This is an optimization exercise on Yosys and OpenROAD, whose aim is small area, a short achievable clock period and few clock cycles, not a production implementation.
At most, simulation tests tie the RTL to the original design; equivalence was not proved.
No activity file was given, so power comes from the tool's default toggle rates.

==> module openlst_rf_rx, before the edit <==
module openlst_rf_rx #(
    parameter [7:0] SUBSYS_RADIO = 8'h01
) (
    input  wire        clk,
    input  wire        rst,
    input  wire [15:0] self_id,
    input  wire        fwd_en,
    input  wire        rx_valid,
    input  wire [7:0]  rx_data,
    output wire        rx_ready,
    output reg         pay_valid,
    output wire [7:0]  pay_data,
    output reg         res_valid,
    output reg  [1:0]  res_status,
    output reg  [1:0]  res_route,
    output wire [7:0]  res_len,
    output wire [15:0] res_dev_id,
    output wire [15:0] res_seq,
    output wire [7:0]  res_subsys,
    output wire [7:0]  res_opcode,
    output wire        res_fbit,
    output reg  [31:0] cnt_good,
    output reg  [31:0] cnt_rej_crc,
    output reg  [31:0] cnt_rej_other
);
    localparam [1:0] ST_GOOD  = 2'd0;
    localparam [1:0] ST_CRC   = 2'd1;
    localparam [1:0] ST_SHORT = 2'd2;
    localparam [1:0] RT_DROP  = 2'd0;
    localparam [1:0] RT_LOCAL = 2'd1;
    localparam [1:0] RT_FWD   = 2'd2;
    reg  [7:0]  rem;         
    reg  [2:0]  hdr;         
    reg  [7:0]  rd;          
    reg         f_first;     
    reg         f_crc;       
    reg         f_good;      
    reg         f_bad;       
    reg         f_short;     
    reg         long_pkt;    
    reg  [15:0] crc;         
    reg         lo_ok;       
    reg         fbit;
    reg  [15:0] seq;
    reg  [7:0]  subsys;
    reg  [7:0]  opcode;
    reg  [15:0] dev_id;
    wire        first = (rem == 8'd0);
    wire        crc_ok = lo_ok && (rx_data == crc[15:8]);
    wire        r_ge5 = (rem[7:3] != 5'd0) || (rem[2:0] >= 3'd5);
    assign rx_ready = 1'b1;
    assign pay_data = rd;
    always @(posedge clk) begin
        rd <= rx_data;
        if (rst) begin
            rem       <= 8'd0;
            pay_valid <= 1'b0;
            f_first   <= 1'b0;
            f_crc     <= 1'b0;
            f_good    <= 1'b0;
            f_bad     <= 1'b0;
            f_short   <= 1'b0;
        end else begin
            pay_valid <= rx_valid && !first && (hdr == 3'd6) && r_ge5;
            f_first   <= rx_valid && first;
            f_crc     <= rx_valid && !first && r_ge5;
            f_short   <= rx_valid && (first ? (rx_data == 8'd0) : (rem == 8'd1) && !long_pkt);
            f_good    <= rx_valid && !first && (rem == 8'd1) && long_pkt && crc_ok;
            f_bad     <= rx_valid && !first && (rem == 8'd1) && long_pkt && !crc_ok;
            if (rx_valid) begin
                if (first) begin
                    rem <= rx_data;
                    long_pkt <= (rx_data >= 8'd9);
                    hdr <= 3'd1;
                end else begin
                    rem <= rem - 8'd1;
                    if (hdr != 3'd6)
                        hdr <= hdr + 3'd1;
                    if (hdr == 3'd1) fbit        <= rx_data[6];
                    if (hdr == 3'd2) seq[7:0]    <= rx_data;
                    if (hdr == 3'd3) seq[15:8]   <= rx_data;
                    if (hdr == 3'd4) subsys      <= rx_data;
                    if (hdr == 3'd5) opcode      <= rx_data;
                    if (rem == 8'd4) dev_id[7:0]  <= rx_data;
                    if (rem == 8'd3) dev_id[15:8] <= rx_data;
                    if (rem == 8'd2) lo_ok        <= (rx_data == crc[7:0]);
                end
            end
        end
    end
    reg  [7:0]  lm3;         
    wire [15:0] crc_step;
    openlst_crc16 u_crc (.crc_in(crc | {16{f_first}}), .data(rd), .crc_out(crc_step));
    wire        f_last = f_good || f_bad || f_short;
    wire        addr_match = (subsys == SUBSYS_RADIO) &&
                             ((dev_id == self_id) || (dev_id == 16'hFFFF));
    assign res_len    = lm3;
    assign res_dev_id = dev_id;
    assign res_seq    = seq;
    assign res_subsys = subsys;
    assign res_opcode = opcode;
    assign res_fbit   = fbit;
    always @(posedge clk) begin
        if (f_first || f_crc)
            crc <= crc_step;
        if (f_first)
            lm3 <= rd - 8'd3;
        if (f_last) begin
            res_status <= {f_short, f_bad};
            res_route  <= addr_match ? RT_LOCAL : (fwd_en ? RT_FWD : RT_DROP);
        end
        if (rst) begin
            res_valid     <= 1'b0;
            cnt_good      <= 32'd0;
            cnt_rej_crc   <= 32'd0;
            cnt_rej_other <= 32'd0;
        end else begin
            res_valid <= f_last;
            if (f_short) cnt_rej_other <= cnt_rej_other + 32'd1;
            if (f_bad)   cnt_rej_crc   <= cnt_rej_crc + 32'd1;
            if (f_good)  cnt_good      <= cnt_good + 32'd1;
        end
    end
endmodule
export LEC_CHECK = 0
export CAP_MARGIN = 20
export CORE_MARGIN = 2
export CORE_UTILIZATION = 70
export CTS_CLUSTER_DIAMETER = 100
export CTS_CLUSTER_SIZE = 30
export PLACE_DENSITY = 0.8
export SETUP_SLACK_MARGIN = 2.8
export SLEW_MARGIN = 20
create_clock -name core_clock -period 5.0 [get_ports {clk}]
standard.sh (not shown) runs the stock make flow with config.mk's settings and CLKGATE_MAP_FILE= SYNTH_SCRIPT=/design/flow/synth_recipe.tcl, a recipe that flattens the netlist after the stock synthesis.
==> flow/flow/run.sh <==
#!/bin/bash
# Standard layout, with the port buffers made from buf_1 cells.
set -euo pipefail
export BUFFER_PORTS_ARGS="-buffer_cell sky130_fd_sc_hd__buf_1"
bash standard.sh > flow_standard.log 2>&1
Testbench counts at the start, summed over its fixed seeds: cycles 102,794.
Rerun with:
--- a/flow/design.v
+++ b/flow/design.v
@@ -131,11 +131,11 @@
             cnt_rej_crc   <= 32'd0;
             cnt_rej_other <= 32'd0;
         end else begin
             res_valid <= f_last;
-            if (f_short) cnt_rej_other <= cnt_rej_other + 32'd1;
-            if (f_bad)   cnt_rej_crc   <= cnt_rej_crc + 32'd1;
-            if (f_good)  cnt_good      <= cnt_good + 32'd1;
+            cnt_rej_other <= cnt_rej_other + {31'd0, f_short};
+            cnt_rej_crc   <= cnt_rej_crc + {31'd0, f_bad};
+            cnt_good      <= cnt_good + {31'd0, f_good};
         end
     end
 endmodule
 module openlst_rf_tx (
Global-route usage went down by 0.12 points.
Power came out higher by 1.5%.
Final area stays flat.
Via count shrinks by 2.0%.
Sequential share of layout area stays flat.
Die area drops by 0.40%.
Register-to-register slack loses 20 ps.
Maximum frequency shrinks by 1.9%.
The RTL of the second run of this note was laid out without a check of its function.


Another version of the RTL of openlst_rf_codec (not shown whole).
Size: ~1300 cells after synthesis, ~300 flip-flops, roughly 250 I/O pins, about 14000 sq um of cells after synthesis.
// openlst_rf_codec
module openlst_rf_codec (
    input  wire        clk,
    input  wire        rst,
    input  wire [15:0] self_id,
    input  wire        fwd_en,
    input  wire        rx_valid,
    input  wire [7:0]  rx_data,
    output wire        rx_ready,
    output wire        pay_valid,
    output wire [7:0]  pay_data,
    output wire        res_valid,
    output wire [1:0]  res_status,
    output wire [1:0]  res_route,
    output wire [7:0]  res_len,
    output wire [15:0] res_dev_id,
    output wire [15:0] res_seq,
    output wire [7:0]  res_subsys,
    output wire [7:0]  res_opcode,
    output wire        res_fbit,
    input  wire        tx_valid,
    input  wire [7:0]  tx_data,
    input  wire        tx_fbit,
    output wire        tx_ready,
    output wire        pkt_valid,
    output wire [7:0]  pkt_data,
    input  wire        pkt_ready,
    output wire [31:0] cnt_good,
    output wire [31:0] cnt_rej_crc,
    output wire [31:0] cnt_rej_other,
    output wire [31:0] cnt_sent
);
    openlst_rf_rx #(.SUBSYS_RADIO(8'h01)) u_rx (
        .clk(clk), .rst(rst), .self_id(self_id), .fwd_en(fwd_en),
        .rx_valid(rx_valid), .rx_data(rx_data), .rx_ready(rx_ready),
        .pay_valid(pay_valid), .pay_data(pay_data),
        .res_valid(res_valid), .res_status(res_status), .res_route(res_route),
        .res_len(res_len), .res_dev_id(res_dev_id), .res_seq(res_seq),
        .res_subsys(res_subsys), .res_opcode(res_opcode), .res_fbit(res_fbit),
        .cnt_good(cnt_good), .cnt_rej_crc(cnt_rej_crc), .cnt_rej_other(cnt_rej_other)
    );
    openlst_rf_tx u_tx (
        .clk(clk), .rst(rst),
        .tx_valid(tx_valid), .tx_data(tx_data), .tx_fbit(tx_fbit), .tx_ready(tx_ready),
        .pkt_valid(pkt_valid), .pkt_data(pkt_data), .pkt_ready(pkt_ready),
        .cnt_sent(cnt_sent)
    );
endmodule
Settings: LEC_CHECK=0, CAP_MARGIN=20, CORE_MARGIN=2, CORE_UTILIZATION=40, PLACE_DENSITY=0.6, SETUP_SLACK_MARGIN=3, SLEW_MARGIN=20; clock period 5.0 ns.
==> flow/flow/run.sh <==
#!/bin/bash
# Standard layout, with the port buffers made from buf_2 cells.
set -euo pipefail
export BUFFER_PORTS_ARGS="-buffer_cell sky130_fd_sc_hd__buf_2"
bash standard.sh > flow_standard.log 2>&1
Testbench counts at the start, summed over its fixed seeds: cycles 102,794.
Then changed:
--- a/flow/design.v
+++ b/flow/design.v
@@ -49,21 +49,16 @@
     reg  [2:0]  hdr;         
     reg  [7:0]  rd;          
     reg         f_first;     
     reg         f_crc;       
-    reg         f_good;      
-    reg         f_bad;       
-    reg         f_short;     
-    reg         long_pkt;    
-    reg  [15:0] crc;         
-    reg         lo_ok;       
+    reg         f_clo;       
+    reg         f_last;      
     reg         fbit;
     reg  [15:0] seq;
     reg  [7:0]  subsys;
     reg  [7:0]  opcode;
     reg  [15:0] dev_id;
     wire        first = (rem == 8'd0);
-    wire        crc_ok = lo_ok && (rx_data == crc[15:8]);
     wire        r_ge5 = (rem[7:3] != 5'd0) || (rem[2:0] >= 3'd5);
     assign rx_ready = 1'b1;
     assign pay_data = rd;
     always @(posedge clk) begin
@@ -72,22 +67,19 @@
             rem       <= 8'd0;
             pay_valid <= 1'b0;
             f_first   <= 1'b0;
             f_crc     <= 1'b0;
-            f_good    <= 1'b0;
-            f_bad     <= 1'b0;
-            f_short   <= 1'b0;
+            f_clo     <= 1'b0;
+            f_last    <= 1'b0;
         end else begin
             pay_valid <= rx_valid && !first && (hdr == 3'd6) && r_ge5;
             f_first   <= rx_valid && first;
             f_crc     <= rx_valid && !first && r_ge5;
-            f_short   <= rx_valid && (first ? (rx_data == 8'd0) : (rem == 8'd1) && !long_pkt);
-            f_good    <= rx_valid && !first && (rem == 8'd1) && long_pkt && crc_ok;
-            f_bad     <= rx_valid && !first && (rem == 8'd1) && long_pkt && !crc_ok;
+            f_clo     <= rx_valid && !first && (rem == 8'd2);
+            f_last    <= rx_valid && (first ? (rx_data == 8'd0) : (rem == 8'd1));
             if (rx_valid) begin
                 if (first) begin
                     rem <= rx_data;
-                    long_pkt <= (rx_data >= 8'd9);
                     hdr <= 3'd1;
                 end else begin
                     rem <= rem - 8'd1;
                     if (hdr != 3'd6)
@@ -98,17 +90,20 @@
                     if (hdr == 3'd4) subsys      <= rx_data;
                     if (hdr == 3'd5) opcode      <= rx_data;
                     if (rem == 8'd4) dev_id[7:0]  <= rx_data;
                     if (rem == 8'd3) dev_id[15:8] <= rx_data;
-                    if (rem == 8'd2) lo_ok        <= (rx_data == crc[7:0]);
                 end
             end
         end
     end
+    reg  [15:0] crc;         
     reg  [7:0]  lm3;         
+    reg         long_pkt;    
+    reg         lo_ok;       
     wire [15:0] crc_step;
     openlst_crc16 u_crc (.crc_in(crc | {16{f_first}}), .data(rd), .crc_out(crc_step));
-    wire        f_last = f_good || f_bad || f_short;
+    wire        short_pkt = f_first || !long_pkt;
+    wire        crc_ok    = lo_ok && (rd == crc[15:8]);
     wire        addr_match = (subsys == SUBSYS_RADIO) &&
                              ((dev_id == self_id) || (dev_id == 16'hFFFF));
     assign res_len    = lm3;
     assign res_dev_id = dev_id;
@@ -118,12 +113,16 @@
     assign res_fbit   = fbit;
     always @(posedge clk) begin
         if (f_first || f_crc)
             crc <= crc_step;
-        if (f_first)
-            lm3 <= rd - 8'd3;
+        if (f_first) begin
+            lm3      <= rd - 8'd3;
+            long_pkt <= (rd >= 8'd9);
+        end
+        if (f_clo)
+            lo_ok <= (rd == crc[7:0]);
         if (f_last) begin
-            res_status <= {f_short, f_bad};
+            res_status <= short_pkt ? ST_SHORT : (crc_ok ? ST_GOOD : ST_CRC);
             res_route  <= addr_match ? RT_LOCAL : (fwd_en ? RT_FWD : RT_DROP);
         end
         if (rst) begin
             res_valid     <= 1'b0;
@@ -131,11 +130,16 @@
             cnt_rej_crc   <= 32'd0;
             cnt_rej_other <= 32'd0;
         end else begin
             res_valid <= f_last;
-            if (f_short) cnt_rej_other <= cnt_rej_other + 32'd1;
-            if (f_bad)   cnt_rej_crc   <= cnt_rej_crc + 32'd1;
-            if (f_good)  cnt_good      <= cnt_good + 32'd1;
+            if (f_last) begin
+                if (short_pkt)
+                    cnt_rej_other <= cnt_rej_other + 32'd1;
+                else if (!crc_ok)
+                    cnt_rej_crc <= cnt_rej_crc + 32'd1;
+                else
+                    cnt_good <= cnt_good + 32'd1;
+            end
         end
     end
 endmodule
 module openlst_rf_tx (
The changed run passed the timing, design-rule and antenna checks.
Design area went up by 1.3%.
Wire length went up by 1.6%.
Register-to-register slack loses 0.14 ns.
Fmax went down by 3.4%.
Power went down by 7.5%.
Sequential power went down by about 4%.
Core utilization went down by 0.96 points.
Sequential share of layout area went down by 0.67 points.
Cell count went up by 1.4%.
Combinational power went down by about 20%.
Sequential cell count went down by 1.
Area after synthesis went up by about 2.6%.
Count of clock-buffer cells in the layout went down by 3.
Testbench counts after the change, summed over its fixed seeds: cycles 102,794.

-- re-timing with driven ports --
How much do the figures lean on ideal ports? The routed layouts below were timed once more, with nothing changed but the port constraints.
Step 1 sets driving cells, clkbuf_16 on the clock port and buf_2 on the other inputs (assumed; they add their load-dependent delay and slew).
Step 2 adds t to the input delays and takes it off the output delays; t is the mean of the earliest and latest rising clock arrival at the registers after step 1. Input paths then give back, and output paths get back, about the clock's delay inside the block.
Slacks: ideal ports / drivers / drivers and shift; pairs: ideal ports / drivers.
| run | t (ns) | slack for setup (ns) | worst setup path after step 2 | clock arrival spread, ns | worst slew at a driven data input, ns |
|---|---|---|---|---|---|
| the first run of note 1 | 0.525 | 2.841 / 2.795 / 2.399 | input to register | 0.038 / 0.038 | 0.06 |
| the second run of note 1 | 0.536 | 2.800 / 2.788 / 2.289 | input to register | 0.032 / 0.032 | 0.06 |
| the first run of note 2 | 0.553 | 2.870 / 2.819 / 2.498 | input to register | 0.019 / 0.019 | 0.05 |
| the second run of note 2 | 0.544 | 2.795 / 2.795 / 2.481 | input to register | 0.017 / 0.017 | 0.06 |
After both steps every run listed still meets setup and hold. For the second run of note 1, which loses most, drivers alone change the setup slack by -0.012 ns; drivers and shift together by -0.511 ns.
